Background: an optimization exercise with open tools, aiming at small area, a short achievable clock period and few clock cycles. Do not read the settings as production practice. At most, simulation tests tie the RTL to the original design; equivalence was not proved. For run 3, only the layout was checked, not whether the RTL still works. In every run shown here, the design's own scripts or RTL, not TritonCTS, make the clock network. The clock port is modelled as an ideal driver, which makes a skipped or thinned clock tree look cheaper than it is; a real chip needs a root buffer or a tree. Power figures rest on the tool's default switching activity, not on a simulated workload.

$ cat design/flow/flow/run.sh
#!/bin/bash
# Standard layout with these changes:
#  - the ports get plain buffers instead of delay cells (flow/place_hook.tcl):
#    buf_1 on the inputs, buf_2 on the outputs;
#  - the clock tree is built by hand (flow/cts_hook.tcl, run by ORFS's cts
#    step before it would call clock_tree_synthesis): one root buffer driving
#    one buffer per cluster of registers, in place of TritonCTS's H-tree;
#  - the slow wide OR/NOR cells in flow/dont_use.txt are added to the
#    platform's don't-use list (synthesis maps the same registers).
set -euo pipefail
work=$(pwd)
{
  echo "include $work/config.mk"
  echo "export DONT_USE_CELLS = $(cat "$work/flow/dont_use.txt")"
} > "$work/my_config.mk"
sed "s#DESIGN_CONFIG=[^ ]*#DESIGN_CONFIG=$work/my_config.mk#" standard.sh > my_standard.sh
grep -q "DESIGN_CONFIG=$work/my_config.mk" my_standard.sh
export PRE_GLOBAL_PLACE_TCL="$work/flow/place_hook.tcl"
export PRE_CTS_TCL="$work/flow/cts_hook.tcl"
bash my_standard.sh > flow.log 2>&1
$ cat design/flow/flow/cts_hook.tcl
# Clock tree by hand: the clock port drives K buffers, each driving a
# cluster of the registers (k-means on their placed positions).
proc manual_cts {K cbuf {rbuf ""}} {
  set block [ord::get_db_block]
  set clknet [$block findNet clk]
  set master [[ord::get_db] findMaster $cbuf]
  set sinks {}
  foreach it [$clknet getITerms] {
    set b [[$it getInst] getBBox]
    lappend sinks [list $it [expr {([$b xMin] + [$b xMax]) / 2.0}] [expr {([$b yMin] + [$b yMax]) / 2.0}]]
  }
  set sinks [lsort -real -index 1 $sinks]
  set n [llength $sinks]
  # initial centers: spread along x
  set cx {}; set cy {}
  for {set k 0} {$k < $K} {incr k} {
    set s [lindex $sinks [expr {int(($k + 0.5) * $n / $K)}]]
    lappend cx [lindex $s 1]; lappend cy [lindex $s 2]
  }
  for {set iter 0} {$iter < 30} {incr iter} {
    set sumx [lrepeat $K 0.0]; set sumy [lrepeat $K 0.0]; set cnt [lrepeat $K 0]
    set assign {}
    foreach s $sinks {
      set best 0; set bd 1e30
      for {set k 0} {$k < $K} {incr k} {
        set d [expr {abs([lindex $s 1] - [lindex $cx $k]) + abs([lindex $s 2] - [lindex $cy $k])}]
        if {$d < $bd} { set bd $d; set best $k }
      }
      lappend assign $best
      lset sumx $best [expr {[lindex $sumx $best] + [lindex $s 1]}]
      lset sumy $best [expr {[lindex $sumy $best] + [lindex $s 2]}]
      lset cnt $best [expr {[lindex $cnt $best] + 1}]
    }
    for {set k 0} {$k < $K} {incr k} {
      if {[lindex $cnt $k] > 0} {
        lset cx $k [expr {[lindex $sumx $k] / [lindex $cnt $k]}]
        lset cy $k [expr {[lindex $sumy $k] / [lindex $cnt $k]}]
      }
    }
  }
  set src $clknet
  if {$rbuf ne ""} {
    # one root buffer at the middle of the leaves
    set rinst [odb::dbInst_create $block [[ord::get_db] findMaster $rbuf] clkbuf_root]
    set src [odb::dbNet_create $block clknet_root]
    $src setSigType CLOCK
    [$rinst findITerm A] connect $clknet
    [$rinst findITerm X] connect $src
    set mx 0.0; set my 0.0
    for {set k 0} {$k < $K} {incr k} { set mx [expr {$mx + [lindex $cx $k]}]; set my [expr {$my + [lindex $cy $k]}] }
    $rinst setLocation [expr {int($mx / $K)}] [expr {int($my / $K)}]
    $rinst setPlacementStatus PLACED
  }
  for {set k 0} {$k < $K} {incr k} {
    set inst [odb::dbInst_create $block $master clkbuf_leaf_$k]
    set net [odb::dbNet_create $block clknet_leaf_$k]
    $net setSigType CLOCK
    [$inst findITerm A] connect $src
    [$inst findITerm X] connect $net
    $inst setLocation [expr {int([lindex $cx $k])}] [expr {int([lindex $cy $k])}]
    $inst setPlacementStatus PLACED
    lappend nets $net
  }
  foreach s $sinks a $assign {
    set it [lindex $s 0]
    $it disconnect
    $it connect [lindex $nets $a]
  }
  puts "manual_cts: $n sinks in $K clusters of [join $cnt { }]"
}

# ORFS's cts step calls clock_tree_synthesis: build the tree by hand instead,
# a root buffer driving one buffer per cluster of registers.
proc clock_tree_synthesis {args} {
  manual_cts 6 sky130_fd_sc_hd__clkbuf_8 sky130_fd_sc_hd__clkbuf_8
  set_propagated_clock [all_clocks]
}
$ cat design/flow/flow/dont_use.txt
sky130_fd_sc_hd__or4_1 sky130_fd_sc_hd__or4_2 sky130_fd_sc_hd__or4_4 sky130_fd_sc_hd__or4b_1 sky130_fd_sc_hd__or4b_2 sky130_fd_sc_hd__or4b_4 sky130_fd_sc_hd__or4bb_1 sky130_fd_sc_hd__or4bb_2 sky130_fd_sc_hd__or4bb_4 sky130_fd_sc_hd__or3_4 sky130_fd_sc_hd__or3b_4 sky130_fd_sc_hd__nor4_4 sky130_fd_sc_hd__nor3_4 sky130_fd_sc_hd__nor4_1 sky130_fd_sc_hd__nor4_2 sky130_fd_sc_hd__nor4b_1 sky130_fd_sc_hd__nor4b_2 sky130_fd_sc_hd__nor4b_4 sky130_fd_sc_hd__nor4bb_1 sky130_fd_sc_hd__nor4bb_2 sky130_fd_sc_hd__nor4bb_4 sky130_fd_sc_hd__nor3_1 sky130_fd_sc_hd__nor3_2 sky130_fd_sc_hd__nor3b_1 sky130_fd_sc_hd__nor3b_2 sky130_fd_sc_hd__nor3b_4 sky130_fd_sc_hd__or3_1 sky130_fd_sc_hd__or3_2 sky130_fd_sc_hd__or3b_1 sky130_fd_sc_hd__or3b_2
$ cat design/flow/flow/place_hook.tcl
# ORFS's global placement step calls buffer_ports: buffer the inputs with
# buf_1 and the outputs (each driving its port's load) with buf_2.
rename buffer_ports my_buffer_ports_orig
proc buffer_ports {args} {
  my_buffer_ports_orig -inputs -buffer_cell sky130_fd_sc_hd__buf_1
  my_buffer_ports_orig -outputs -buffer_cell sky130_fd_sc_hd__buf_2
}
$ cat design/flow/standard.sh
#!/bin/bash
# synth_recipe.tcl (not shown) runs the flow's synth.tcl, then flattens the netlist and writes it again
# the make line also repeats each setting of config.mk as NAME=value (left out here)
make -C /OpenROAD-flow-scripts/flow DESIGN_CONFIG=/design/flow/config.mk WORK_HOME=/design/flow/orfs CLKGATE_MAP_FILE= SYNTH_SCRIPT=/design/flow/synth_recipe.tcl "${@:-finish}"
$ cat design/flow/config.mk
export PLATFORM = sky130hd
export DESIGN_NAME = tslcf_rx
export DESIGN_NICKNAME = tslcf_rx
export VERILOG_FILES = /design/flow/design.v
export SDC_FILE = /design/flow/constraint.sdc
export NUM_CORES = 4
export LEC_CHECK = 0
export CAP_MARGIN = 20
export CORE_MARGIN = 2
export CORE_UTILIZATION = 65
export PLACE_DENSITY = 0.75
export SETUP_SLACK_MARGIN = 2.4
export SLEW_MARGIN = 20
export SYNTH_HIERARCHICAL = 1
export SYNTH_MINIMUM_KEEP_SIZE = 0
export TNS_END_PERCENT = 0
$ cat design/flow/constraint.sdc
create_clock -name core_clock -period 4.0 [get_ports {clk}]
set_input_delay 0.8000 -clock core_clock [delete_from_list [all_inputs] [get_ports {clk}]]
set_output_delay 0.8000 -clock core_clock [all_outputs]
set_load 0.01 [all_outputs]
$ cat design/flow/design.v
module tslcf_deframer (
    input  wire       clk,
    input  wire       rst,
    input  wire       in_valid,
    output wire       in_ready,
    input  wire [1:0] in_kind,
    input  wire [7:0] in_data,
    output reg        b_valid,    
    output reg        e_valid,    
    output reg        a_valid,    
    output reg        fe_first,   
    output reg  [7:0] op_byte
);
    localparam [1:0] K_DATA  = 2'd0,
                     K_EOS   = 2'd1,
                     K_ABORT = 2'd2;
    localparam [1:0] HUNT0 = 2'd0,   
                     HUNT1 = 2'd1,   
                     BODY0 = 2'd2,   
                     BODY1 = 2'd3;   
    reg  [1:0] state;
    reg        pend_end;    
    reg        nfe;         
    assign in_ready = nfe;
    always @(*) fe_first = !nfe;
    wire take   = in_valid && !fe_first;
    wire is_esc;
    wire is_stx;
    tslcf_bytecmp u_cmp (
        .d   (in_data),
        .esc (is_esc),
        .stx (is_stx)
    );
    always @(posedge clk) begin
        if (!fe_first)
            op_byte <= in_data;
    end
    wire k_data  = !in_kind[1] && !in_kind[0];
    wire k_eos   = !in_kind[1] &&  in_kind[0];
    wire k_abort =  in_kind[1] && !in_kind[0];
    wire s_hunt1 = (state == HUNT1);
    wire s_body0 = (state == BODY0);
    wire s_body1 = (state == BODY1);
    wire in_body = state[1];
    wire t_data  = take && k_data;
    wire t_stop  = take && (k_eos || k_abort);    
    reg [1:0] state_n;
    always @(*) begin
        state_n = state;
        if (t_stop)
            state_n = HUNT0;
        else if (t_data) begin
            case (state)
                HUNT0: if (is_esc) state_n = HUNT1;
                HUNT1: if (is_stx) state_n = BODY0; else if (!is_esc) state_n = HUNT0;
                BODY0: if (is_esc) state_n = BODY1;
                default: state_n = BODY0;
            endcase
        end
    end
    wire lone_x  = t_data && s_body1 && !is_esc && !is_stx;
    wire lone_e  = take && k_eos && s_body1;
    wire fe_n    = lone_x || lone_e;
    wire b_n     = fe_first ? !pend_end
                 : (t_data && ((s_body0 && !is_esc) || (s_body1 && !is_stx))) || lone_e;
    wire e_n     = fe_first ? pend_end
                 : (t_data && s_body1 && is_stx) || (take && k_eos && s_body0);
    wire a_n     = !fe_first && take && k_abort && in_body;
    always @(posedge clk) begin
        pend_end <= lone_e;    
        if (rst) begin
            state    <= HUNT0;
            b_valid  <= 1'b0;
            e_valid  <= 1'b0;
            a_valid  <= 1'b0;
            nfe      <= 1'b1;
        end else begin
            state    <= state_n;
            b_valid  <= b_n;
            e_valid  <= e_n;
            a_valid  <= a_n;
            nfe      <= !fe_n;
        end
    end
endmodule
module tslcf_bytecmp (
    input  wire [7:0] d,
    output wire       esc,    
    output wire       stx     
);
    assign esc = (d == 8'hFE);
    assign stx = (d == 8'h02);
endmodule
module tslcf_parser (
    input  wire        clk,
    input  wire        rst,
    input  wire        b_valid,
    input  wire        e_valid,
    input  wire        a_valid,
    input  wire        fe_first,
    input  wire [7:0]  op_byte,
    output reg         out_valid,
    output reg  [3:0]  out_tag,
    output reg  [15:0] out_data
);
    localparam [2:0] F_PBC    = 3'd1,
                     F_VERFLG = 3'd2,
                     F_SCREEN = 3'd3,
                     F_INDEX  = 3'd4,
                     F_CW     = 3'd5,
                     F_TLEN   = 3'd6,
                     F_STOP   = 3'd7;    
    localparam [2:0] S_OK          = 3'd0,
                     S_TOOSHORT    = 3'd1,
                     S_LENMISMATCH = 3'd2,
                     S_TRUNCATED   = 3'd3,
                     S_UNSUPPORTED = 3'd4,
                     S_ABORTED     = 3'd5;
    reg  [2:0]  field;       
    reg         half;        
    reg         text;        
    reg  [15:0] text_nleft;  
    reg  [15:0] len_nleft;   
    reg         len_over;    
    wire [15:0] text_inc, len_inc;
    assign text_inc[0] = !text_nleft[0];
    assign len_inc[0]  = !len_nleft[0];
    genvar gi;
    generate
        for (gi = 1; gi < 16; gi = gi + 1) begin : g_inc
            assign text_inc[gi] = (&text_nleft[gi-1:0]) ? !text_nleft[gi] : text_nleft[gi];
            assign len_inc[gi]  = (&len_nleft[gi-1:0])  ? !len_nleft[gi]  : len_nleft[gi];
        end
    endgenerate
    wire [7:0]  lo_byte = out_data[7:0];      
    wire [7:0]  byte_in = fe_first ? 8'hFE : op_byte;
    wire [15:0] field16 = {byte_in, lo_byte};
    wire f_pbc  = (field == F_PBC);
    wire f_cw   = (field == F_CW);
    wire f_tlen = (field == F_TLEN);
    wire header = (field == F_PBC) || (field == F_VERFLG) || (field == F_SCREEN);
    wire stop   = (field == F_STOP);
    wire ev_text = b_valid && text;
    wire ev_lo   = b_valid && !text && !stop && !half;
    wire ev_hi   = b_valid && !text && !stop && half;
    wire ev_end  = e_valid || a_valid;
    reg  [2:0]  status;
    always @(*) begin
        if (a_valid)
            status = S_ABORTED;
        else if (header)
            status = S_TOOSHORT;
        else if (len_over || len_nleft != 16'hFFFF)
            status = S_LENMISMATCH;
        else if (stop)
            status = S_UNSUPPORTED;
        else if (field == F_INDEX && !half && !text)
            status = S_OK;
        else
            status = S_TRUNCATED;
    end
    always @(posedge clk) begin
        out_valid      <= ev_text || ev_hi || ev_end;
        out_tag[3]     <= ev_end;
        out_tag[2:0]   <= ev_end ? 3'd0 : ev_hi ? field : 3'd7;
        out_data[15:8] <= ev_hi ? byte_in : 8'd0;
        if (ev_end)
            out_data[7:0] <= {5'd0, status};
        else if (!half)
            out_data[7:0] <= byte_in;
    end
    always @(posedge clk) begin
        if (rst || ev_end) begin
            field <= F_PBC;
            half  <= 1'b0;
            text  <= 1'b0;
        end else if (ev_text) begin
            text <= (text_nleft[15:1] != 15'h7FFF);
        end else if (ev_lo) begin
            half <= 1'b1;
        end else if (ev_hi) begin
            half <= 1'b0;
            case (field)
                F_PBC:    field <= F_VERFLG;
                F_VERFLG: field <= F_SCREEN;
                F_CW:     field <= byte_in[7] ? F_STOP : F_TLEN;
                F_TLEN: begin
                    field <= F_INDEX;
                    text  <= (field16 != 16'd0);
                end
                F_SCREEN: field <= F_INDEX;
                default:  field <= F_CW;            
            endcase
        end
    end
    always @(posedge clk) begin
        if (b_valid) begin
            if (f_tlen && half)
                text_nleft <= ~field16;
            else
                text_nleft <= text_inc;
        end
    end
    always @(posedge clk) begin
        if (b_valid) begin
            if (f_pbc && half) begin
                len_nleft <= ~field16;
                len_over  <= 1'b0;
            end else begin
                len_nleft <= len_inc;
                if (len_nleft == 16'hFFFF)
                    len_over <= 1'b1;
            end
        end
    end
endmodule
module tslcf_rx (
    input  wire        clk,
    input  wire        rst,
    input  wire        in_valid,
    output wire        in_ready,
    input  wire [1:0]  in_kind,
    input  wire [7:0]  in_data,
    output wire        out_valid,
    output wire [3:0]  out_tag,
    output wire [15:0] out_data
);
    wire       b_valid;
    wire       e_valid;
    wire       a_valid;
    wire       fe_first;
    wire [7:0] op_byte;
    tslcf_deframer u_deframer (
        .clk      (clk),
        .rst      (rst),
        .in_valid (in_valid),
        .in_ready (in_ready),
        .in_kind  (in_kind),
        .in_data  (in_data),
        .b_valid  (b_valid),
        .e_valid  (e_valid),
        .a_valid  (a_valid),
        .fe_first (fe_first),
        .op_byte  (op_byte)
    );
    tslcf_parser u_parser (
        .clk       (clk),
        .rst       (rst),
        .b_valid   (b_valid),
        .e_valid   (e_valid),
        .a_valid   (a_valid),
        .fe_first  (fe_first),
        .op_byte   (op_byte),
        .out_valid (out_valid),
        .out_tag   (out_tag),
        .out_data  (out_data)
    );
endmodule
==> impl_metrics.ini, run 1 <==
[status]
status = complete, no violations

[sta]
period_needed_ns = 1.78
setup-violations-final = 0
rsz0062_at_grt = yes
setup_tns_ns = 0
worstMarginPinSlew_ns = 0.498
slew_violations = 0
finClkSkew_ns = 0.0214
max_freq_mhz = 563
max_slew_margin = 0.667
hold_viol = 0
post-route-period-util = 0.444

[synth]
yosysWarnings = 8
synth_edf_count = 44
synth_cell_type_count = 42
synth_area_leaders = edfxtp_1, dfxtp_1, nor2_1, a21oi_1, mux2i_1
synth_ff_type = edfxtp_1
yosys.area.top_type = edfxtp_1
netlist_area_um2 = 3430
ys_seq_elements = 74
synth_top_area_frac = 0.385
synthArstFlopShare = 0
synthCells = 345
synth-seq-area-share = 0.560
avgSynthCellArea_um2 = 9.96
syn_nets = 361

[worst_setup_path]
cp_slowest_cell = edfxtp_1
reg2reg_setup_slack_ns = 2.30
r2r_start = u_parser.half
crit_path_end_kind = output port
path_cells = buf_2
r2r-end = u_parser.len_nleft[11]
path_buf_inv = 1
cp_slowest_stage_delay_ns = 0.46
path_max_fanout = 4
cp.arrival_ns = 0.98
cp_top_family = flip-flops
path_class = reg2out
rr_worst_depth = 4
cp.required_ns = 3.20
cp-start-kind = flop

[power_and_ir_drop]
combinationalPowerShare = 0.033
swShare = 0.209
power_leakage_nw = 1.56
p_int_mw = 0.978
power_frac_clock = 0.308
peakVddDrop_v = 0.000258
power_density_nw_per_um2 = 329
switchingPower_mw = 0.259
p_seq_frac = 0.659

[detailed_routing]
viasPerCell = 5.74
vias = 2573
drc = 0
wl_per_cell_um = 15.8
drtPass1Iterations = 4
drt_wl_total_um = 7100
ant_nets = 0
first_iter_violations = 218

[clock_network]
cts.reportedPaths.clkPinSlew_ns = 0.09
clk_latency_ns = 0.34

[placed_design]
io_buffers = 34
place_hpwl_um = 4990
gp_congestion = 0.845
place_area_um2 = 3580

[grt]
track_usage = 0.243
grt_max_degree = 25
antenna_found_initial = 0
grt_pass1_wl_um = 11800
grt_overflow_total = 0
grt_pass1_vias = 2413

[flow_run]
maxCapViolations = 0

[final_layout]
syn_to_final_growth_pct = 9.44
diodes = 0
fin_nets = 396
drive_above_1_share = 0.143
stdcell_area_um2 = 3760
nFillCells = 396

[min_path]
worstHoldPathCells = 2
worstHoldStart = u_deframer.pend_end
hold_path.class = reg2reg
min_to = u_deframer.e_valid

[die]
die-width_um = 76.7
ios = 35
die-area_um2 = 5880
start_util = 0.672
placementRows = 26
core_um2 = 5110
die_h_um = 76.7
==> how the worst max path moves through the flow <==
stage,startpoint,to,slack [ns],cells past startpoint
detailed placement,u_parser.half,u_parser.len_nleft[11],1.75,4
global route,u_parser.out_data[0],out_data[0],2.19,1
floorplan,in_data[1],u_deframer.nfe,2.38,5
CTS,u_parser.field[2],u_parser.len_nleft[11],2.21,4
global placement,u_parser.half,u_parser.len_nleft[11],1.79,4
finish,u_parser.out_data[1],out_data[1],2.22,1
==> metrics by stage <==
stage	setup WS [ns]	total power [mW]	cells	utilization	hold slack, ns
2_1_floorplan	2.38	0.851	345	-	0.459
3_3_place_gp	1.79	0.872	432	0.700	0.488
3_5_place_dp	1.75	0.873	432	0.700	0.494
4_1_cts	2.21	1.24	442	0.726	0.507
5_1_grt	2.19	1.28	448	0.736	0.542
6_report	2.22	1.24	448	0.736	0.504
==> modules after synthesis, one instance, submodules excluded, excerpt <==
module | flip-flops and latches | area, um2
tslcf_bytecmp | 0 | 43.8
tslcf_deframer | 15 | 591
tslcf_parser | 59 | 2800
==> cell usage in the layout (no fill, tap or decap), types with 2 or more instances in the layout <==
cell type,instances
nor2_1,89
nand4b_1,3
nand3_1,11
nand2b_1,5
o21a_1,8
a31oi_1,3
dfxtp_4,2
buf_4,10
ha_1,2
mux2i_1,15
clkbuf_8,7
nand3b_1,2
o21ai_0,10
dfxtp_2,5
buf_1,12
and2_1,2
inv_1,13
nand2_1,8
and3_1,3
nor2b_1,3
and4_1,7
edfxtp_1,44
buf_2,22
nand4_1,9
dfxtp_1,23
a21oi_1,38
a21o_1,3
==> cell families (layout without fill, tap and decap cells) <==
logic type	after synthesis	count (layout)	share of synthesized area
compound gates	73	73	0.129
xor+xnor	1	1	0.00255
fa+ha+maj	3	3	0.0109
buf+inv	32	65	0.0485
flops	74	74	0.560
mux	15	15	0.0437
simple gates	147	147	0.206
==> Yosys cell counts, types with 5 or more instances <==
master and number:
inv_1 13, edfxtp_1 44, buf_4 5, o21a_1 8, nand3_1 11, nand2_1 8, o21ai_0 10, nand4_1 9
nand2b_1 5, mux2i_1 15, nor2_1 89, dfxtp_1 30, and4_1 7, buf_2 8, a21oi_1 38
==> routing by layer <==
layer,global-route usage,up-vias,part of all wire
met1,0.364,1196,0.47
met4,0.0618,0,0.023
met3,0.0176,15,0.047
met2,0.387,67,0.46
met5,0,-,0
li1,-,1295,-
==> state kept, by name, summed over array words and instances (netlist names), 2 cells and up <==
signal               flops
u_deframer.state         2
u_parser.out_tag         4
u_parser.field           3
u_parser.len_nleft      16
u_deframer.op_byte       8
u_parser.out_data       16
u_parser.text_nleft     16
==> power groups by stage <==
stage	Clock (mW)	Combinational (mW)	Sequential, mW
floorplan	0	0.0177	0.833
global placement	0	0.0374	0.834
detailed placement	0	0.0384	0.834
CTS	0.389	0.0400	0.816
global route	0.415	0.0452	0.816
finish	0.381	0.0404	0.815
==> timing repair <==
action | CTS | global route
pin swaps | 1 | 0
hold buffers | 0 | 0
setup buffers | 3 | 6
setup endpoints to repair | 91 | 74
gates cloned | 0 | 0
gates resized for setup | 9 | 3
==> layout make-up <==
class,instances,area (um2),share of cell area
plain buffers,7,96.3,0.0256
inverters,14,55.1,0.0146
multi-input cells,239,1350,0.360
flip-flops and latches,74,1940,0.515
well taps,70,87.6,0.0233
repair buffers,44,230,0.0613
Testbench counts, summed over its fixed seeds: cycles 14,627.
==> run 2: changes to the inputs <==
==> design/flow/flow/run.sh (replaced) <==
#!/bin/bash
# Standard layout with these changes:
#  - the ports get plain buffers instead of delay cells;
#  - the clock tree is built by hand (flow/cts_hook.tcl, run by ORFS's cts
#    step before it would call clock_tree_synthesis): the clock port drives
#    one buffer per cluster of registers (3 clusters), in place of TritonCTS's H-tree;
#  - the slow wide OR/NOR/AND cells in flow/dont_use.txt are added to the
#    platform's don't-use list (synthesis maps the same registers).
set -euo pipefail
work=$(pwd)
{
  echo "include $work/config.mk"
  echo "export DONT_USE_CELLS = $(cat "$work/flow/dont_use.txt")"
} > "$work/my_config.mk"
sed "s#DESIGN_CONFIG=[^ ]*#DESIGN_CONFIG=$work/my_config.mk#" standard.sh > my_standard.sh
grep -q "DESIGN_CONFIG=$work/my_config.mk" my_standard.sh
export BUFFER_PORTS_ARGS="-buffer_cell sky130_fd_sc_hd__buf_1"
export PRE_CTS_TCL="$work/flow/cts_hook.tcl"
bash my_standard.sh > flow.log 2>&1
--- a/design/flow/flow/cts_hook.tcl
+++ b/design/flow/flow/cts_hook.tcl
@@ -70,8 +70,8 @@
 }
 
 # ORFS's cts step calls clock_tree_synthesis: build the tree by hand instead,
-# a root buffer driving one buffer per cluster of registers.
+# the clock port driving one buffer per cluster of registers.
 proc clock_tree_synthesis {args} {
-  manual_cts 6 sky130_fd_sc_hd__clkbuf_8 sky130_fd_sc_hd__clkbuf_8
+  manual_cts 3 sky130_fd_sc_hd__clkbuf_16
   set_propagated_clock [all_clocks]
 }
==> design/flow/flow/dont_use.txt (replaced) <==
sky130_fd_sc_hd__or4_1 sky130_fd_sc_hd__or4_2 sky130_fd_sc_hd__or4_4 sky130_fd_sc_hd__or4b_1 sky130_fd_sc_hd__or4b_2 sky130_fd_sc_hd__or4b_4 sky130_fd_sc_hd__or4bb_1 sky130_fd_sc_hd__or4bb_2 sky130_fd_sc_hd__or4bb_4 sky130_fd_sc_hd__or3_4 sky130_fd_sc_hd__or3b_4 sky130_fd_sc_hd__nor4_4 sky130_fd_sc_hd__nor3_4 sky130_fd_sc_hd__nor4_1 sky130_fd_sc_hd__nor4_2 sky130_fd_sc_hd__nor4b_1 sky130_fd_sc_hd__nor4b_2 sky130_fd_sc_hd__nor4b_4 sky130_fd_sc_hd__nor4bb_1 sky130_fd_sc_hd__nor4bb_2 sky130_fd_sc_hd__nor4bb_4 sky130_fd_sc_hd__nor3_1 sky130_fd_sc_hd__nor3_2 sky130_fd_sc_hd__nor3b_1 sky130_fd_sc_hd__nor3b_2 sky130_fd_sc_hd__nor3b_4 sky130_fd_sc_hd__or3_1 sky130_fd_sc_hd__or3_2 sky130_fd_sc_hd__or3b_1 sky130_fd_sc_hd__or3b_2 sky130_fd_sc_hd__and4_1 sky130_fd_sc_hd__and4_2 sky130_fd_sc_hd__and4_4 sky130_fd_sc_hd__and4b_1 sky130_fd_sc_hd__and4b_2 sky130_fd_sc_hd__and4b_4 sky130_fd_sc_hd__and4bb_1 sky130_fd_sc_hd__and4bb_2 sky130_fd_sc_hd__and4bb_4
--- a/design/flow/config.mk
+++ b/design/flow/config.mk
@@ -9,8 +9,8 @@
 export CORE_MARGIN = 2
 export CORE_UTILIZATION = 65
 export PLACE_DENSITY = 0.75
-export SETUP_SLACK_MARGIN = 2.4
+export SETUP_SLACK_MARGIN = 2.3
 export SLEW_MARGIN = 20
 export SYNTH_HIERARCHICAL = 1
 export SYNTH_MINIMUM_KEEP_SIZE = 0
-export TNS_END_PERCENT = 0
+export TNS_END_PERCENT = 100
removed: design/flow/flow/place_hook.tcl
==> run 2 against run 1 <==
Net effect: hold slack worse by 0.0063 ns; wire length up 5.1%; die area up 1.7%; total power decreased by 4.6%; via count rose by 1.2%; maximum frequency rose by 7.5%; area after synthesis grew 1.7%; register-to-register slack better by 0.05 ns; flip-flop and latch count stayed put; largest power group unchanged; still clean on timing, DRC and antenna; clock skew is 0.0070 ns lower.
==> impl_metrics.ini, run 2 <==
[detailed_routing]
drc = 0
wl_per_cell_um = 16.8
ant_nets = 0
first_iter_violations = 221
drt_wl_total_um = 7460
viasPerCell = 5.88
vias = 2604
drtPass1Iterations = 4

[placed_design]
io_buffers = 34
dp.cells = 433
place_hpwl_um = 5050
gp_congestion = 0.834
post-place-ws_ns = 1.79
place_area_um2 = 3600

[grt]
grt_overflow_total = 0
grt_max_degree = 30
grt_pass1_vias = 2384
antenna_found_initial = 0
grt_pass1_wl_um = 11900
track_usage = 0.247

[final_layout]
stdcell_area_um2 = 3780
final_common_cell = nor2_1
diodes = 0
drive_above_1_share = 0.105
fin_cells = 443
nFillCells = 398
syn_to_final_growth_pct = 8.20
regArea_um2 = 1930
fin_nets = 391
reg_top3 = u_parser.len_nleft x16, u_parser.out_data x16, u_parser.text_nleft x16
multi_input_area_um2 = 1440
final_cell_mix = nor2_1, edfxtp_1, a21oi_1

[power_and_ir_drop]
p_seq_frac = 0.693
power_frac_clock = 0.273
power_density_nw_per_um2 = 312
combinationalPowerShare = 0.034
p_int_mw = 0.958
swShare = 0.188
power_leakage_nw = 1.53
switchingPower_mw = 0.222
peakVddDrop_v = 0.000306

[worst_setup_path]
path_cells = buf_1
path_buf_inv = 1
cp-start-kind = flop
cp_slowest_stage_delay_ns = 0.52
cp.required_ns = 3.20
path_max_fanout = 4
cp_slowest_cell = edfxtp_1
crit_path_end_kind = output port
path_class = reg2out
cp_top_family = flip-flops
cp.arrival_ns = 0.85

[die]
die-width_um = 77.3
die-area_um2 = 5980
start_util = 0.680
die_h_um = 77.3
core_um2 = 5140
ios = 35
placementRows = 26

[sta]
hold_viol = 0
worstMarginPinSlew_ns = 0.591
slew_violations = 0
max_freq_mhz = 604
setup-violations-final = 0
finClkSkew_ns = 0.0144
setup_tns_ns = 0
rsz0062_at_grt = yes
post-route-period-util = 0.414
max_slew_margin = 0.604
finalWorstSetupSlack_ns = 2.35
period_needed_ns = 1.65

[synth]
avgSynthCellArea_um2 = 10.1
syn_nets = 363
synth.most_common_cell = nor2_1
synthArstFlopShare = 0
synth_ff_type = edfxtp_1
netlist_area_um2 = 3490
synth_top_area_frac = 0.378
synth_area_leaders = edfxtp_1, dfxtp_1, nor2_1, a21oi_1, mux2i_1
yosysWarnings = 8
synthCells = 347
synth_edf_count = 44
synth_commonest_cells = nor2_1, edfxtp_1, a21oi_1
synth-seq-area-share = 0.550
synth_cell_type_count = 46
ys_seq_elements = 74
yosys.area.top_type = edfxtp_1

[clock_network]
cts_hold_buf = 0
clk_latency_ns = 0.16
cts.reportedPaths.clkPinSlew_ns = 0.09

[flow_run]
maxCapViolations = 0

[min_path]
hold_path.class = reg2reg

[status]
status = complete, no violations
## run 2: timing repair
| action | CTS | global route |
|---|---|---|
| gates resized for setup | 13 | 5 |
| endpoints found under the setup margin | 72 | 17 |
| gates cloned | 1 | 0 |
| pin swaps | 1 | 2 |
| setup buffers | 2 | 4 |
## run 2: final cells by class
cell class	instances	area share
flip-flops and latches	74	0.511
plain buffers	3	0.0199
multi-input cells	238	0.382
repair buffers	40	0.0450
inverters	18	0.0192
well taps	70	0.0232
## run 2: through the flow
| step | hold slack (ns) | util | total power, mW |
|---|---|---|---|
| finish | 0.498 | 0.736 | 1.18 |
| detailed placement | 0.485 | 0.701 | 0.875 |
| CTS | 0.498 | 0.727 | 1.18 |
| global placement | 0.491 | 0.701 | 0.874 |
| global route | 0.548 | 0.736 | 1.21 |
| floorplan | 0.459 | - | 0.852 |
## run 2: power groups by stage
| stage | clock (mW) | sequential (mW) | combinational [mW] |
|---|---|---|---|
| finish | 0.322 | 0.817 | 0.0403 |
| global route | 0.350 | 0.818 | 0.0448 |
| CTS | 0.327 | 0.817 | 0.0397 |
| detailed placement | 0 | 0.835 | 0.0393 |
| global placement | 0 | 0.835 | 0.0386 |
| floorplan | 0 | 0.833 | 0.0187 |
## run 2: cell families (layout without fill, tap and decap cells)
logic type                 Yosys count  after routing  share of synthesized area
DFF                                 74             74                      0.550
adders and majority gates            3              3                     0.0107
xor gates and xnor gates             1              1                    0.00251
and+or+nand+nor                    146            147                      0.206
AOI/OAI and AO/OA                   71             71                      0.132
muxes                               16             16                     0.0458
buffers and inverters               36             61                     0.0530
## run 2: final timing paths
kind                                       startpoint                    to  slack [ns]  cells past startpoint
worst min register to register    u_deframer.pend_end    u_deframer.e_valid        0.50                      2
worst min-delay path              u_deframer.pend_end    u_deframer.e_valid        0.50                      2
worst max-delay path             u_parser.out_data[1]           out_data[1]        2.35                      1
worst max register to register  u_parser.len_nleft[2]  u_parser.out_data[1]        2.35                      4
## run 2: layer usage
layer,vias to the layer above,global-route usage,part of all wire
li1,1281,-,-
met1,1217,0.361,0.43
met2,92,0.402,0.48
met3,14,0.0224,0.073
met4,0,0.0625,0.021
met5,-,0,0
## run 2: modules after synthesis (local to each module, per instance), excerpt
module,times used,cells,flops+latches
tslcf_bytecmp,1,9,0
tslcf_deframer,1,46,15
tslcf_parser,1,292,59
==> run 3: changes to the inputs <==
--- a/design/flow/design.v
+++ b/design/flow/design.v
@@ -23,49 +23,47 @@
     reg        nfe;         
     assign in_ready = nfe;
     always @(*) fe_first = !nfe;
-    wire take   = in_valid && !fe_first;
-    wire is_esc;
-    wire is_stx;
-    tslcf_bytecmp u_cmp (
-        .d   (in_data),
-        .esc (is_esc),
-        .stx (is_stx)
+    wire c_esc, c_stx, c_oth, c_eos, c_abt;
+    tslcf_tokclass u_class (
+        .valid (in_valid),
+        .kind  (in_kind),
+        .d     (in_data),
+        .esc   (c_esc),
+        .stx   (c_stx),
+        .oth   (c_oth),
+        .eos   (c_eos),
+        .abt   (c_abt)
     );
     always @(posedge clk) begin
         if (!fe_first)
             op_byte <= in_data;
     end
-    wire k_data  = !in_kind[1] && !in_kind[0];
-    wire k_eos   = !in_kind[1] &&  in_kind[0];
-    wire k_abort =  in_kind[1] && !in_kind[0];
+    wire s_hunt0 = (state == HUNT0);
     wire s_hunt1 = (state == HUNT1);
     wire s_body0 = (state == BODY0);
     wire s_body1 = (state == BODY1);
     wire in_body = state[1];
-    wire t_data  = take && k_data;
-    wire t_stop  = take && (k_eos || k_abort);    
     reg [1:0] state_n;
     always @(*) begin
         state_n = state;
-        if (t_stop)
-            state_n = HUNT0;
-        else if (t_data) begin
-            case (state)
-                HUNT0: if (is_esc) state_n = HUNT1;
-                HUNT1: if (is_stx) state_n = BODY0; else if (!is_esc) state_n = HUNT0;
-                BODY0: if (is_esc) state_n = BODY1;
-                default: state_n = BODY0;
+        if (!fe_first) begin
+            if (c_eos || c_abt)
+                state_n = HUNT0;
+            else case (state)
+                HUNT0: if (c_esc) state_n = HUNT1;
+                HUNT1: if (c_stx) state_n = BODY0; else if (c_oth) state_n = HUNT0;
+                BODY0: if (c_esc) state_n = BODY1;
+                default: if (c_esc || c_stx || c_oth) state_n = BODY0;
             endcase
         end
     end
-    wire lone_x  = t_data && s_body1 && !is_esc && !is_stx;
-    wire lone_e  = take && k_eos && s_body1;
-    wire fe_n    = lone_x || lone_e;
+    wire lone_e  = !fe_first && s_body1 && c_eos;
+    wire fe_n    = !fe_first && s_body1 && (c_oth || c_eos);
     wire b_n     = fe_first ? !pend_end
-                 : (t_data && ((s_body0 && !is_esc) || (s_body1 && !is_stx))) || lone_e;
+                 : (s_body0 && (c_stx || c_oth)) || (s_body1 && (c_esc || c_oth || c_eos));
     wire e_n     = fe_first ? pend_end
-                 : (t_data && s_body1 && is_stx) || (take && k_eos && s_body0);
-    wire a_n     = !fe_first && take && k_abort && in_body;
+                 : (s_body1 && c_stx) || (s_body0 && c_eos);
+    wire a_n     = !fe_first && in_body && c_abt;
     always @(posedge clk) begin
         pend_end <= lone_e;    
         if (rst) begin
@@ -83,13 +81,24 @@
         end
     end
 endmodule
-module tslcf_bytecmp (
+module tslcf_tokclass (
+    input  wire       valid,
+    input  wire [1:0] kind,
     input  wire [7:0] d,
-    output wire       esc,    
-    output wire       stx     
-);
-    assign esc = (d == 8'hFE);
-    assign stx = (d == 8'h02);
+    output wire       esc,
+    output wire       stx,
+    output wire       oth,
+    output wire       eos,
+    output wire       abt
+);
+    wire is_data = valid && (kind == 2'd0);
+    wire d_esc   = (d == 8'hFE);
+    wire d_stx   = (d == 8'h02);
+    assign esc = is_data && d_esc;
+    assign stx = is_data && d_stx;
+    assign oth = is_data && !d_esc && !d_stx;
+    assign eos = valid && (kind == 2'd1);
+    assign abt = valid && (kind == 2'd2);
 endmodule
 module tslcf_parser (
     input  wire        clk,
@@ -128,8 +137,8 @@
     genvar gi;
     generate
         for (gi = 1; gi < 16; gi = gi + 1) begin : g_inc
-            assign text_inc[gi] = (&text_nleft[gi-1:0]) ? !text_nleft[gi] : text_nleft[gi];
-            assign len_inc[gi]  = (&len_nleft[gi-1:0])  ? !len_nleft[gi]  : len_nleft[gi];
+            assign text_inc[gi] = text_nleft[gi] ^ (&text_nleft[gi-1:0]);
+            assign len_inc[gi]  = len_nleft[gi]  ^ (&len_nleft[gi-1:0]);
         end
     endgenerate
     wire [7:0]  lo_byte = out_data[7:0];      
@@ -166,7 +175,7 @@
         out_data[15:8] <= ev_hi ? byte_in : 8'd0;
         if (ev_end)
             out_data[7:0] <= {5'd0, status};
-        else if (!half)
+        else if (ev_text || ev_lo)
             out_data[7:0] <= byte_in;
     end
     always @(posedge clk) begin
@@ -194,16 +203,14 @@
         end
     end
     always @(posedge clk) begin
+        if (ev_text)
+            text_nleft <= text_inc;
+        else if (ev_hi && f_tlen)
+            text_nleft <= ~field16;
+    end
+    always @(posedge clk) begin
         if (b_valid) begin
-            if (f_tlen && half)
-                text_nleft <= ~field16;
-            else
-                text_nleft <= text_inc;
-        end
-    end
-    always @(posedge clk) begin
-        if (b_valid) begin
-            if (f_pbc && half) begin
+            if (ev_hi && f_pbc) begin
                 len_nleft <= ~field16;
                 len_over  <= 1'b0;
             end else begin
==> design/flow/flow/run.sh (replaced) <==
#!/bin/bash
# Standard layout with two changes:
#  - the ports get plain buffers instead of delay cells;
#  - the clock tree is built by hand (flow/cts_hook.tcl, run by ORFS's cts
#    step before it would call clock_tree_synthesis): one root buffer driving
#    one buffer per cluster of registers, in place of TritonCTS's H-tree.
set -euo pipefail
work=$(pwd)
export BUFFER_PORTS_ARGS="-buffer_cell sky130_fd_sc_hd__buf_1"
export PRE_CTS_TCL="$work/flow/cts_hook.tcl"
bash standard.sh > flow.log 2>&1
--- a/design/flow/flow/cts_hook.tcl
+++ b/design/flow/flow/cts_hook.tcl
@@ -70,8 +70,8 @@
 }
 
 # ORFS's cts step calls clock_tree_synthesis: build the tree by hand instead,
-# the clock port driving one buffer per cluster of registers.
+# a root buffer driving one buffer per cluster of registers.
 proc clock_tree_synthesis {args} {
-  manual_cts 3 sky130_fd_sc_hd__clkbuf_16
+  manual_cts 6 sky130_fd_sc_hd__clkbuf_8 sky130_fd_sc_hd__clkbuf_8
   set_propagated_clock [all_clocks]
 }
--- a/design/flow/config.mk
+++ b/design/flow/config.mk
@@ -9,7 +9,7 @@
 export CORE_MARGIN = 2
 export CORE_UTILIZATION = 65
 export PLACE_DENSITY = 0.75
-export SETUP_SLACK_MARGIN = 2.3
+export SETUP_SLACK_MARGIN = 2.2
 export SLEW_MARGIN = 20
 export SYNTH_HIERARCHICAL = 1
 export SYNTH_MINIMUM_KEEP_SIZE = 0
removed: design/flow/flow/dont_use.txt
==> run 3 against run 2 <==
Net effect: critical path type is now in2reg; largest cell class unchanged; global-route usage up 1.4 points; hold slack worse by 0.0062 ns; flip-flop and latch count unchanged; wire length rose by 21%; setup slack worse by 0.25 ns; utilization grew 11 points; maximum frequency shrank 13%; register-to-register slack got worse by 0.25 ns; still clean; area after synthesis barely moved.
==> impl_metrics.ini, run 3 <==
[status]
status = complete, no violations

[synth]
synth.most_common_cell = nor2_1
synth-seq-area-share = 0.550
synth_top_area_frac = 0.378
syn_nets = 366
yosysWarnings = 8
avgSynthCellArea_um2 = 10.1
synthArstFlopShare = 0
yosys.area.top_type = edfxtp_1
synth_area_leaders = edfxtp_1, dfxtp_1, nor2_1, nand2_1, xnor2_1
synthCells = 345
synth_ff_type = edfxtp_1
synth_edf_count = 44
netlist_area_um2 = 3490
ys_seq_elements = 74
synth_commonest_cells = nor2_1, edfxtp_1, nand2_1
synth_cell_type_count = 51

[sta]
finClkSkew_ns = 0.0351
hold_viol = 0
period_needed_ns = 1.90
holdWs_ns = 0.492
setup-violations-final = 0
rsz0062_at_grt = yes
max_freq_mhz = 525
slew_violations = 0
finalWorstSetupSlack_ns = 2.10
max_slew_margin = 0.621
setup_tns_ns = 0
post-route-period-util = 0.476
worstMarginPinSlew_ns = 0.567

[die]
die-area_um2 = 5970
die-width_um = 77.3
die_h_um = 77.3
start_util = 0.679
ios = 35
placementRows = 26
core_um2 = 5140

[detailed_routing]
drtPass1Iterations = 5
drc = 0
drt_wl_total_um = 9040
wl_per_cell_um = 18.9
first_iter_violations = 359
ant_nets = 0
viasPerCell = 6.18
vias = 2947

[placed_design]
post-place-ws_ns = 1.44
place_hpwl_um = 5060
io_buffers = 34
place_area_um2 = 3660
gp_congestion = 0.797
dp.cells = 434

[final_layout]
final_cell_mix = nor2_1, edfxtp_1, buf_1
fin_cells = 477
stdcell_area_um2 = 4340
final_common_cell = nor2_1
syn_to_final_growth_pct = 24.3
drive_above_1_share = 0.280
reg_top3 = u_parser.len_nleft x16, u_parser.out_data x16, u_parser.text_nleft x16
final_util = 0.844
nFillCells = 283
diodes = 0
fin_nets = 430

[worst_setup_path]
cp_slowest_stage_delay_ns = 0.57
cp-start-kind = input pin
cp.required_ns = 4.23
crit_path_end_kind = flop
path_class = in2reg
path_cells = buf_6 > or4_4 > nor4_4 > nor3_2 > o41ai_2
cp.arrival_ns = 2.14
path_max_fanout = 3
cp_slowest_cell = or4_4

[power_and_ir_drop]
power_leakage_nw = 1.60
power_mw = 1.24
peakVddDrop_v = 0.000223
power_density_nw_per_um2 = 286

[grt]
track_usage = 0.262
grt_pass1_vias = 2623
grt_max_degree = 18
grt_overflow_total = 0
antenna_found_initial = 0
grt_pass1_wl_um = 12800

[min_path]
hold_path.class = reg2reg

[clock_network]
cts.reportedPaths.clkPinSlew_ns = 0.09
clk_latency_ns = 0.34

[flow_run]
maxCapViolations = 0
run 3: cell count changes in the layout (fill, tap and decap cells not counted), sizes merged, moves of 12 or more:
cell,before,now
inv,18,5
nor2,88,61
mux2i,16,4
o21ai,8,20
a21oi,39,19
buf,39,67
nand2,9,34
xnor2,1,14
run 3: report_power, final:
part	internal, mW	switching, mW	total (mW)
combinational	0.0164	0.0288	0.0452
clock	0.158	0.225	0.383
sequential	0.805	0.00742	0.813
total	0.980	0.262	1.24
run 3: area by class of cell:
class                   instances  area (um2)  share of cell area
multi-input cells             251        1740               0.400
flip-flops and latches         74        1940               0.448
well taps                      70        87.6              0.0202
repair buffers                 69         448               0.103
plain buffers                   7        96.3              0.0222
inverters                       6        26.3             0.00606
run 3: metal layers:
layer / GRT usage / share of wire / vias up
met5: 0 / 0 / -
met4: 0.0625 / 0.036 / 0
met3: 0.0259 / 0.078 / 35
met2: 0.447 / 0.50 / 150
met1: 0.362 / 0.38 / 1406
li1: - / - / 1356
run 3: final timing paths:
kind	start	endpoint	slack, ns	depth (start not counted)
min reg2reg	u_deframer.pend_end	u_deframer.e_valid	0.49	2
max	in_data[5]	u_deframer.b_valid	2.10	5
min	u_deframer.pend_end	u_deframer.e_valid	0.49	2
max reg2reg	u_parser.len_nleft[0]	u_parser.len_nleft[11]	2.10	8
run 3: cell families after synthesis:
| group | synth area share |
|---|---|
| adders and majority gates | 0.0287 |
| muxes | 0.0147 |
| and+or+nand+nor | 0.223 |
| xor gates and xnor gates | 0.0552 |
| DFF | 0.550 |
| AOI/OAI and AO/OA | 0.0989 |
| buffers and inverters | 0.0294 |
run 3: per-module statistics from Yosys (local to each module, per instance), excerpt:
module	copies in the design	area, um2
tslcf_deframer	1	533
tslcf_tokclass	1	101
tslcf_parser	1	2860
run 3: what timing repair did:
item | 4_1_cts | 5_1_grt
endpoints found under the setup margin | 53 | 38
gates resized for setup | 18 | 61
endpoints found under the hold margin | 0 | 0
pin swaps | 8 | 15
hold buffers | 0 | 0
setup buffers | 17 | 16
gates cloned | 1 | 2
run 3: worst max-delay path, delay by kind of cell:
family                 cells  cell delay [ns]
AND/OR/NAND/NOR            3             0.89
buffers and inverters      1             0.10
AO/OA/AOI/OAI              1             0.35

[separate check: timing with driven ports]
Ports are ideal in the flow. The routed layouts listed here were re-timed in OpenROAD.
Step 1 (the two cells are an assumption about what drives the block):
set clk [get_ports {clk}]
set_driving_cell -lib_cell sky130_fd_sc_hd__clkbuf_16 $clk
set_driving_cell -lib_cell sky130_fd_sc_hd__buf_2 [delete_from_list [all_inputs] $clk]
Step 2, shift: input delay + t, output delay - t, t = (earliest + latest rising clock arrival at the registers) / 2. This alone moves slack from input paths to output paths.
Three values: ideal, step 1, step 2; two values: the first two.
run	t (ns)	setup slack, ns	clock arrival spread, ns	slew at the worst register clock pin (ns)
run 1	0.363	2.222 / 2.192 / 2.216	0.022 / 0.022	0.09 / 0.09
run 2	0.221	2.346 / 2.281 / 2.212	0.014 / 0.014	0.10 / 0.10
run 3	0.353	2.096 / 2.091 / 1.738	0.035 / 0.035	0.10 / 0.10
After both steps setup and hold are still met in every run listed. The setup slack of run 3, which loses most, moves by -0.005 ns with the drivers and by -0.358 ns with both steps.
